This is an optimization exercise on Yosys and OpenROAD, whose aim is small area, not a production implementation. Only simulation tests tie the RTL to the original design; equivalence was not proved. Power figures rest on the tool's default switching activity, not on a simulated workload.

Setup of job 3886:
==> flow/design.v <==
module prt_agc (
    input  wire        clk,
    input  wire        rst,
    input  wire        bus_valid,
    input  wire        bus_wr,
    input  wire [7:0]  bus_addr,
    input  wire [31:0] bus_wdata,
    output reg  [31:0] bus_rdata,
    output wire        mem_req,
    output wire        mem_we,
    output wire [31:0] mem_addr,
    output wire [1:0]  mem_size,
    output wire [31:0] mem_wdata,
    input  wire        mem_ack,
    input  wire [31:0] mem_rdata,
    input  wire        cad_tick,
    input  wire        agc_tick,
    input  wire        cmp_in,
    output wire [5:0]  vref_code,
    output wire        ind_out,
    output wire        irq
);
    reg [31:0] tx_src, tx_dst, tx_count, tx_wrap;
    reg [1:0]  cfg_size;
    reg        cfg_exh;
    reg        armed, run, req, phase_wr, idle_pend;
    reg [31:0] off;
    reg [31:0] latch;           
    reg [31:0] cad_top, cad_cnt;
    reg        cad_ld;          
    reg        agc_en, agc_idle;
    reg [31:0] agc_top, agc_cnt;
    reg        agc_ld;          
    reg [5:0]  thr;
    reg        st_cmp, st_ind, st_mism;
    reg        if_done, if_tick, ien_done, ien_tick;
    reg [6:0]  err;
    function [31:0] dec32(input [31:0] a);
        integer i;
        reg o, g;
        begin
            o = 1'b0;
            g = 1'b0;
            for (i = 0; i < 32; i = i + 1) begin
                if (i % 4 == 0) begin
                    o = o | g;
                    g = 1'b0;
                end
                dec32[i] = !(a[i] ^ (o | g));
                g = g | a[i];
            end
        end
    endfunction
    function [31:0] add32(input [31:0] a, input [31:0] c);
        integer i, j;
        reg k, kb, gb, pb;
        reg [31:0] g, p;
        begin
            g = a & c;
            p = a ^ c;
            kb = 1'b0;
            for (i = 0; i < 32; i = i + 4) begin
                k = kb;
                gb = 1'b0;
                pb = 1'b1;
                for (j = i; j < i + 4; j = j + 1) begin
                    add32[j] = p[j] ^ k;
                    k = g[j] | (p[j] & k);
                    gb = g[j] | (p[j] & gb);
                    pb = pb & p[j];
                end
                kb = gb | (pb & kb);
            end
        end
    endfunction
    wire host_wr  = bus_valid && bus_wr;
    wire a_ok     = (bus_addr[1:0] == 2'b00);
    wire [4:0] ai = bus_addr[6:2];
    wire a_lo     = a_ok && !bus_addr[7] && !bus_addr[6];    
    wire a_hi     = a_ok && !bus_addr[7] &&  bus_addr[6] && (bus_addr[5:3] == 3'b000);  
    wire [31:0] wdm = bus_wdata & {32{!rst}};      
    wire w_src   = host_wr && a_lo && (ai[3:0] == 4'd0);
    wire w_dst   = host_wr && a_lo && (ai[3:0] == 4'd1);
    wire w_cfg   = host_wr && a_lo && (ai[3:0] == 4'd2);
    wire w_cnt   = host_wr && a_lo && (ai[3:0] == 4'd3);
    wire w_wrap  = host_wr && a_lo && (ai[3:0] == 4'd4);
    wire w_cmd   = host_wr && a_lo && (ai[3:0] == 4'd5);
    wire w_cadt  = host_wr && a_lo && (ai[3:0] == 4'd8);
    wire w_actl  = host_wr && a_lo && (ai[3:0] == 4'd10);
    wire w_agct  = host_wr && a_lo && (ai[3:0] == 4'd11);
    wire w_thr   = host_wr && a_lo && (ai[3:0] == 4'd13);
    wire w_if    = host_wr && a_lo && (ai[3:0] == 4'd15);
    wire w_ien   = host_wr && a_hi && !bus_addr[2];
    wire w_locked = host_wr && a_lo && !ai[3] && ((ai[2:0] <= 3'd4));
    wire [2:0] cmd = bus_wdata[2:0];
    wire cmd_arm   = w_cmd && (cmd == 3'b001);
    wire cmd_start = w_cmd && (cmd == 3'b010);
    wire cmd_stop  = w_cmd && (cmd == 3'b100);
    wire cmd_bad   = w_cmd && ((cmd[0] && cmd[1]) || (cmd[2] && (cmd[0] || cmd[1])));
    wire eng_fetch = !phase_wr && !idle_pend && req;
    wire busy      = phase_wr || idle_pend;
    assign mem_req   = busy || req;
    assign mem_we    = busy;
    assign mem_size  = cfg_size;
    assign mem_wdata = latch;
    wire fetch_go = eng_fetch && mem_ack;
    wire write_go = phase_wr && mem_ack;
    wire idle_go  = !phase_wr && idle_pend && mem_ack;
    wire [31:0] add_b = phase_wr ? {29'd0, cfg_size[1], cfg_size[0], !cfg_size[1] && !cfg_size[0]}
                                 : tx_src;
    wire [31:0] sum   = add32(off, add_b);
    assign mem_addr   = busy ? tx_dst : sum;
    wire cnt_hi0  = (tx_count[31:1] == 31'd0);
    wire cnt_one  = cnt_hi0 && tx_count[0];
    wire cnt_zero = cnt_hi0 && !tx_count[0];
    wire done     = armed && !cfg_exh && cnt_zero;
    wire exhaust  = write_go && cnt_one && !cfg_exh;
    wire off_clr  = rst || (sum == tx_wrap);
    wire run_e      = run && !exhaust;
    wire cad_step   = cad_tick && run_e;
    wire cad_zero   = (cad_cnt == 32'd0);
    wire cad_req    = cad_step && cad_zero && !(done || exhaust);
    wire req_e      = req && !fetch_go && !exhaust;
    wire cad_ovr    = cad_req && req_e;
    wire agc_step = agc_tick && agc_en;
    wire agc_zero = (agc_cnt == 32'd0);
    wire agc_fire = agc_step && agc_zero;
    wire agc_mism = (cmp_in != agc_idle);
    wire agc_load = w_actl && !agc_en && bus_wdata[0];
    wire cfg_valid = (cfg_size != 2'd3) &&
                     !(cfg_size[0] && (tx_src[0] || tx_dst[0] || tx_wrap[0])) &&
                     !(cfg_size[1] && ((|tx_src[1:0]) || (|tx_dst[1:0]) || (|tx_wrap[1:0]))) &&
                     (tx_wrap != 32'd0) && (cfg_exh || !cnt_zero);
    wire arm_ok   = cmd_arm && !armed && cfg_valid;
    wire start_ok = cmd_start && armed;
    wire [15:0] rs;
    genvar gi;
    generate
        for (gi = 0; gi < 16; gi = gi + 1) begin : g_rs
            assign rs[gi] = a_lo && (ai[3:0] == gi);
        end
    endgenerate
    wire rs_ien = a_hi && !bus_addr[2];
    wire rs_err = a_hi &&  bus_addr[2];
    wire [31:0] rd_val =
          ({32{rs[0]}}  & tx_src)
        | ({32{rs[1]}}  & tx_dst)
        | ({32{rs[2]}}  & {29'd0, cfg_exh, cfg_size})
        | ({32{rs[3]}}  & tx_count)
        | ({32{rs[4]}}  & tx_wrap)
        | ({32{rs[6]}}  & {27'd0, req, done, busy, run, armed})
        | ({32{rs[7]}}  & off)
        | ({32{rs[8]}}  & cad_top)
        | ({32{rs[9]  && cad_ld}} & cad_cnt)
        | ({32{rs[10]}} & {30'd0, agc_idle, agc_en})
        | ({32{rs[11]}} & agc_top)
        | ({32{rs[12] && agc_ld}} & agc_cnt)
        | ({32{rs[13]}} & {26'd0, thr})
        | ({32{rs[14]}} & {29'd0, st_mism, st_ind, st_cmp})
        | ({32{rs[15]}} & {30'd0, if_tick, if_done})
        | ({32{rs_ien}} & {30'd0, ien_tick, ien_done})
        | ({32{rs_err}} & {25'd0, err});
    always @(posedge clk)
        bus_rdata <= rd_val;
    always @(posedge clk) begin
        if (!phase_wr || mem_ack)
            latch <= mem_rdata & {32{fetch_go}};
        if (rst || (w_src && !armed))  tx_src  <= wdm;
        if (rst || (w_dst && !armed))  tx_dst  <= wdm;
        if (rst || (w_wrap && !armed)) tx_wrap <= wdm;
        if (rst || (w_cfg && !armed)) begin
            cfg_size <= wdm[1:0];
            cfg_exh  <= wdm[2];
        end
        if (rst || (w_cnt && !armed) || write_go)
            tx_count <= (armed && !rst) ? dec32(tx_count) : wdm;
        if (rst || write_go)
            off <= sum & {32{!off_clr}};
        if (rst || w_cadt) cad_top <= wdm;
        if (rst || w_agct) agc_top <= wdm;
        if (start_ok || cad_step)
            cad_cnt <= (start_ok || cad_zero) ? cad_top : dec32(cad_cnt);
        if (agc_load || agc_step)
            agc_cnt <= (agc_load || agc_zero) ? agc_top : dec32(agc_cnt);
    end
    always @(posedge clk) begin
        if (rst) begin
            armed     <= 1'b0;
            run       <= 1'b0;
            req       <= 1'b0;
            phase_wr  <= 1'b0;
            idle_pend <= 1'b0;
            cad_ld    <= 1'b0;
            agc_ld    <= 1'b0;
            agc_en    <= 1'b0;
            agc_idle  <= 1'b0;
            thr       <= 6'd32;
            st_cmp    <= 1'b0;
            st_ind    <= 1'b0;
            st_mism   <= 1'b0;
            if_done   <= 1'b0;
            if_tick   <= 1'b0;
            ien_done  <= 1'b0;
            ien_tick  <= 1'b0;
            err       <= 7'd0;
        end else begin
            armed     <= armed || arm_ok;
            phase_wr  <= phase_wr ? !mem_ack : fetch_go;
            idle_pend <= (idle_pend && !idle_go) || exhaust || arm_ok || (cmd_stop && armed);
            req       <= !cmd_stop && (req_e || cad_req);
            run       <= !cmd_stop && (run_e || start_ok);
            cad_ld    <= cad_ld || start_ok;
            agc_ld    <= agc_ld || agc_load;
            if (agc_fire) begin
                thr     <= agc_mism ? ((thr == 6'd63) ? thr : thr + 6'd1)
                                    : ((thr == 6'd0)  ? thr : thr - 6'd1);
                st_ind  <= !st_ind;
                st_cmp  <= cmp_in;
                st_mism <= agc_mism;
            end else if (w_thr && !agc_en) begin
                thr <= bus_wdata[5:0];
            end
            if (w_actl) begin
                agc_idle <= bus_wdata[1];
                agc_en   <= bus_wdata[0];
            end
            if (w_ien) begin
                ien_done <= bus_wdata[0];
                ien_tick <= bus_wdata[1];
            end
            if_done <= (if_done || exhaust)  && !(w_if && bus_wdata[0]);
            if_tick <= (if_tick || agc_fire) && !(w_if && bus_wdata[1]);
            err <= err | {w_thr && agc_en,
                          cmd_bad,
                          cad_ovr,
                          cmd_start && !armed,
                          w_locked && armed,
                          cmd_arm && armed,
                          cmd_arm && !armed && !cfg_valid};
        end
    end
    assign vref_code = thr;
    assign ind_out   = st_ind;
    assign irq       = (if_done && ien_done) || (if_tick && ien_tick);
endmodule
clock: 10.0 ns
lec_check: 0
cap_margin: 10
core_margin: 2
core_utilization: 60
slew_margin: 10
standard.sh (not shown) runs the stock make flow with config.mk's settings and CLKGATE_MAP_FILE= SYNTH_SCRIPT=/design/flow/synth_recipe.tcl, a recipe that flattens the netlist after the stock synthesis.
==> flow/flow/run.sh <==
#!/bin/bash
# The standard ORFS layout (standard.sh), with these changes:
#  * synthesis maps the logic with an area-oriented ABC script
#    (flow/abc_area.script) instead of ORFS's speed script, and without the
#    half-adder cells, so that ABC maps the counters' decrementers itself;
#    the registers are mapped before ABC runs, so they are the standard
#    synthesis's;
#  * every port is still buffered, with sky130_fd_sc_hd__buf_1;
#  * the clock tree uses larger sink clusters and no dummy loads.
set -euo pipefail
here=$(pwd)
rm -rf "$here/orfs_scripts"
cp -r "$FLOW_HOME/scripts" "$here/orfs_scripts"
cp "$here/flow/abc_area.script" "$here/orfs_scripts/abc_speed.script"

# the platform's don't-use list, plus the half adders (synthesis only)
du=$(sed -n '/^export DONT_USE_CELLS += \\/,/^#/p' "$FLOW_HOME/platforms/sky130hd/config.mk" \
     | grep -o 'sky130_fd_sc_hd__[a-z0-9_]*' | tr '\n' ' ')
du="$du sky130_fd_sc_hd__ha_1 sky130_fd_sc_hd__ha_2 sky130_fd_sc_hd__ha_4"

export BUFFER_PORTS_ARGS="-buffer_cell sky130_fd_sc_hd__buf_1"
export CTS_ARGS="-sink_clustering_enable -repair_clock_nets -dont_use_dummy_load -buf_list sky130_fd_sc_hd__clkbuf_16 -sink_clustering_size 30 -sink_clustering_max_diameter 60"

bash standard.sh SCRIPTS_DIR="$here/orfs_scripts" DONT_USE_CELLS="$du" synth > "$here/synth.log" 2>&1
bash standard.sh > "$here/layout.log" 2>&1
==> flow/flow/abc_area.script <==
&get -n
&st
&dch -f
&nf -R 1000 -p
&put
topo
stime -c
Input-level comparison between job 1558 and job 3886:
- changing CORE_UTILIZATION from 60 to 40
- changing CAP_MARGIN from 10 to 0
- changing SLEW_MARGIN from 10 to 0
-- flow/flow/run.sh --
<<< job 3886, line 20

export BUFFER_PORTS_ARGS="-buffer_cell sky130_fd_sc_hd__buf_1"
export CTS_ARGS="-sink_clustering_enable -repair_clock_nets -dont_use_dummy_load -buf_list sky130_fd_sc_hd__clkbuf_16 -sink_clustering_size 30 -sink_clustering_max_diameter 60"

bash standard.sh SCRIPTS_DIR="$here/orfs_scripts" DONT_USE_CELLS="$du" synth > "$here/synth.log" 2>&1
>>> job 1558, line 20

export BUFFER_PORTS_ARGS="-buffer_cell sky130_fd_sc_hd__buf_1"
export CTS_ARGS="-sink_clustering_enable -repair_clock_nets -dont_use_dummy_load -buf_list sky130_fd_sc_hd__clkbuf_16 -sink_clustering_size 26 -sink_clustering_max_diameter 90"

bash standard.sh SCRIPTS_DIR="$here/orfs_scripts" DONT_USE_CELLS="$du" synth > "$here/synth.log" 2>&1
Findings:
Job 1558 vs. job 3886: post-cts repair resize count roughly the same, largest clock skew in the final design lower, cell internal power dissipation lower, met1 routing resource usage after global routing lower, final critical-path setup slack higher.
Re switching part of the total power: job 1558 and job 3886 aren't equal, and the lower value belongs to job 3886.
Of the two values seen for slowest cell on the critical path, edfxtp_1 was produced by job 1558 and fa_1 by job 3886.
Summary — first-iteration DRC count, job 1558 relative to job 3886: lower, by about 8%.
Comparing job 1558 with job 3886, the non-clock buffer contribution to total cell area came out essentially unchanged.
From job 3886 to job 1558, critical path depth did not move at all.
Edits applied to the flow inputs when going from job 1558 to job 1588:
- a change of SLEW_MARGIN from 0 to 10
- a change of CAP_MARGIN from 0 to 10
-- flow/flow/run.sh --
<<< job 1558, line 20

export BUFFER_PORTS_ARGS="-buffer_cell sky130_fd_sc_hd__buf_1"
export CTS_ARGS="-sink_clustering_enable -repair_clock_nets -dont_use_dummy_load -buf_list sky130_fd_sc_hd__clkbuf_16 -sink_clustering_size 26 -sink_clustering_max_diameter 90"

bash standard.sh SCRIPTS_DIR="$here/orfs_scripts" DONT_USE_CELLS="$du" synth > "$here/synth.log" 2>&1
>>> job 1588, line 20

export BUFFER_PORTS_ARGS="-buffer_cell sky130_fd_sc_hd__buf_1"
export CTS_ARGS="-sink_clustering_enable -repair_clock_nets -dont_use_dummy_load -buf_list sky130_fd_sc_hd__clkbuf_8 -sink_clustering_size 14 -sink_clustering_max_diameter 60"

bash standard.sh SCRIPTS_DIR="$here/orfs_scripts" DONT_USE_CELLS="$du" synth > "$here/synth.log" 2>&1
==> comparison <==
- Job 1558 and job 1588 ended up with roughly the same fraction of area in clock buffers and inverters.
- Of job 1588 and job 1558, the lower largest incremental delay on the critical path belongs to job 1558.
- Summary — share of the cycle needed by the critical path after routing, job 1588 relative to job 1558: higher, by 0.34 points.
- The register-to-register slack of job 1588 was inferior to that of job 1558.
- Compared job 1588 against job 1558; power density over cell area within noise.
- Job 1588 vs job 1558, clock latency on the worst-skew pair went up by 0.06 ns.
- Of job 1588 and job 1558, the run reporting the lower tightest slew margin relative to the limit was job 1588.

what the ideal ports hide:
In the flow no input, the clock included, has a driving cell. The finished layouts below were timed again as built, in two steps.
Step 1 assumes that a clkbuf_16 drives the clock port and a buf_2 every other input.
Step 2 also shifts input and output timing later by t, the mid clock arrival at the registers, as if the neighbouring blocks saw the same clock.
a / b / c = ideal / step 1 / step 2; a / b = the first two.
run	t (ns)	setup WS [ns]	latest minus earliest clock arrival (ns)
job 3886	0.617	0.570 / 0.518 / 1.134	0.065 / 0.065
job 1558	0.595	0.616 / 0.561 / 1.156	0.064 / 0.064
job 1588	0.649	0.581 / 0.530 / 1.092	0.059 / 0.059
After both steps every run listed still meets setup and hold.
